This is an optimization exercise on Yosys and OpenROAD, whose aim is small area, a short achievable clock period and few clock cycles, not a production implementation. RTL that was checked went through simulation tests only; none was proved equivalent to the original. Power is estimated from default activity; no workload was simulated.

== main ==
// doglink
module doglink (
    input  wire        clk,
    input  wire        rst,
    input  wire [31:0] ev_word,
    input  wire        ev_valid,
    output wire        ev_ready,
    output wire        out_valid,
    input  wire        out_ready,
    output wire [2:0]  out_kind,
    output wire [31:0] out_data
);
For scale: about 1600 flip-flops, about 73 I/O pins, roughly 63000 um^2 of cells after synthesis.
export LEC_CHECK = 0
export CAP_MARGIN = 20
export CORE_MARGIN = 2
export CORE_UTILIZATION = 60
export CTS_CLUSTER_DIAMETER = 200
export CTS_CLUSTER_SIZE = 20
export PLACE_DENSITY = 0.75
export SETUP_SLACK_MARGIN = 2.6
export SLEW_MARGIN = 20
export TNS_END_PERCENT = 10
create_clock -name core_clock -period 5.0 [get_ports {clk}]
standard.sh (not shown) runs the stock make flow with config.mk's settings and CLKGATE_MAP_FILE= SYNTH_SCRIPT=/design/flow/synth_recipe.tcl, a recipe that flattens the netlist after the stock synthesis.
==> flow/flow/run.sh <==
#!/bin/bash
# The standard layout (bash standard.sh, unchanged synthesis and steps), with
# one change: the port buffers that global placement inserts on every input
# and output are plain buffers (buf_4) rather than the tool's default pick.
set -euo pipefail
export BUFFER_PORTS_ARGS="-buffer_cell sky130_fd_sc_hd__buf_4"
bash standard.sh > standard.log 2>&1
No stage failed in main, and the final checks on the layout all came back clean.
Testbench counts of main, summed over its fixed seeds: cycles 33,630.
--- input diff main..the feature branch ---
Settings: changing TNS_END_PERCENT from 10 to 30; changing SETUP_SLACK_MARGIN from 2.6 to 2.8; changing CORE_UTILIZATION from 60 to 40; removing PLACE_DENSITY (formerly 0.75).
### Flow results
- Non-clock buffer count: main and the feature branch compared, lower one is main
- Going from main to the feature branch, clock-buffer cell count shrank by a little under 10%.
- On cell count: between main and the feature branch, it ends up lower for main.
- Area: the feature branch vs main -> the feature branch larger
- Per the comparison of the feature branch with main, arrival time of the worst setup path went down, placed wire-length estimate after detailed placement has increased, setup slack after placement ~0 delta, worst reg-to-reg path cell count rose 2.


## lane 1
Another version of the RTL of doglink (not shown whole).
Size: roughly 1,500 flip-flops, about 73 I/O pins, roughly 60,000 um^2 of cells after synthesis.
export LEC_CHECK = 0
export CAP_MARGIN = 20
export CORE_MARGIN = 2
export CORE_UTILIZATION = 55
export SETUP_SLACK_MARGIN = 2.4
export SLEW_MARGIN = 20
export TNS_END_PERCENT = 30
create_clock -name core_clock -period 5.0 [get_ports {clk}]
run.sh (not shown) runs the stock make flow with config.mk's settings and CLKGATE_MAP_FILE= SYNTH_SCRIPT=/design/flow/synth_recipe.tcl, a recipe that flattens the netlist after the stock synthesis.
Stock flow here: none of the scripts above is used.
Lane 1 completed every stage of the flow, and the final layout passed the timing, DRC and antenna checks.
Testbench counts of lane 1, summed over its fixed seeds: cycles 33,630.
What lane 2 does differently from lane 1 at the input level:
Settings: TNS_END_PERCENT now 10, was 30; SETUP_SLACK_MARGIN now 2.6, was 2.4; CORE_UTILIZATION now 40, was 55.
==> summary.txt <==
- From lane 1 to lane 2 the numbers moved as follows: largest net degree at the start of global routing rose 1; final cell utilization of the core -17 points; initial standard-cell utilization of the core decreased 15 points; time the final worst path needs with I/O delays and setup fell 120 ps.


Another version of the RTL of doglink (not shown whole).
Size: roughly 4100 cells after synthesis, about 1500 flip-flops.
Settings: LEC_CHECK=0, CAP_MARGIN=20, CORE_MARGIN=2, CORE_UTILIZATION=40, SETUP_SLACK_MARGIN=2.6, SLEW_MARGIN=20, TNS_END_PERCENT=5; clock period 5.0 ns.
Then changed:
--- a/flow/config.mk
+++ b/flow/config.mk
@@ -9,5 +9,5 @@
 export CORE_MARGIN = 2
 export CORE_UTILIZATION = 40
-export SETUP_SLACK_MARGIN = 2.6
+export SETUP_SLACK_MARGIN = 2.2
 export SLEW_MARGIN = 20
-export TNS_END_PERCENT = 5
+export TNS_END_PERCENT = 0
=> Routed wire length came out lower by 4.4%. Cell area goes down by 2.5%. First-iteration DRC count climbs by 5.5%.
Function was not checked in any run of this note: the RTL went through the layout flow alone.


RTL: one of the versions met above, not the one the previous note started from.
For scale: about 4200 cells after synthesis, roughly 73 I/O pins, ~63000 sq um of cells after synthesis.
Settings: LEC_CHECK=0, CAP_MARGIN=20, CORE_MARGIN=2, CORE_UTILIZATION=40, CTS_CLUSTER_DIAMETER=200, CTS_CLUSTER_SIZE=20, SETUP_SLACK_MARGIN=2.6, SLEW_MARGIN=20, TNS_END_PERCENT=10; clock period 5.0 ns.
standard.sh (not shown) runs the stock make flow with config.mk's settings and CLKGATE_MAP_FILE= SYNTH_SCRIPT=/design/flow/synth_recipe.tcl, a recipe that flattens the netlist after the stock synthesis.
Scripts as last shown in full above: flow/flow/run.sh
Testbench counts at the start, summed over its fixed seeds: cycles 33,630.
Rerun with:
Settings changed: SETUP_SLACK_MARGIN 2.6 to 2.7, TNS_END_PERCENT 10 to 30.
Flip-flop and latch count stays the same.
Sequential share of layout area fell by 1.7 points.
Combinational power rises by 3.6%.
Setup slack gains 0.16 ns.
Die area is unchanged.
Cell count went up by 1.5%.
Total power is about the same.
Routed wire length goes up by 3.8%.
Worst hold slack got worse by 0.0062 ns.
Via count rises by 2.2%.
Synthesized area does not change.

what the ideal ports hide:
Ports are ideal in the flow. The routed layouts listed here were re-timed in OpenROAD.
Step 1 assumes that a clkbuf_16 drives the clock port and a buf_2 every other input.
Step 2 adds t to the input delays and takes it off the output delays; t is the mean of the earliest and latest rising clock arrival at the registers after step 1. Input paths then give back, and output paths get back, about the clock's delay inside the block.
a / b / c = ideal / step 1 / step 2; a / b = the first two.
run | t (ns) | setup slack, ns | latest minus earliest clock arrival (ns) | slew at the worst register clock pin (ns)
main | 0.786 | 2.175 / 2.175 / 1.896 | 0.045 / 0.044 | 0.09 / 0.09
the feature branch | 0.803 | 2.421 / 2.421 / 1.860 | 0.038 / 0.039 | 0.09 / 0.09
lane 1 | 0.836 | 2.151 / 2.151 / 1.584 | 0.030 / 0.030 | 0.07 / 0.07
lane 2 | 0.863 | 2.267 / 2.259 / 1.759 | 0.033 / 0.033 | 0.07 / 0.07
the first run of note 3 | 0.871 | 1.669 / 1.669 / 1.600 | 0.045 / 0.044 | 0.07 / 0.07
the second run of note 3 | 0.895 | 1.667 / 1.667 / 1.293 | 0.049 / 0.049 | 0.07 / 0.07
the first run of note 4 | 0.812 | 2.246 / 2.246 / 1.667 | 0.045 / 0.045 | 0.09 / 0.09
the second run of note 4 | 0.808 | 2.407 / 2.407 / 1.784 | 0.043 / 0.042 | 0.09 / 0.09
After both steps every run listed still meets setup and hold. For the second run of note 4, which loses most, drivers alone change the setup slack by 0.000 ns; drivers and shift together by -0.623 ns.
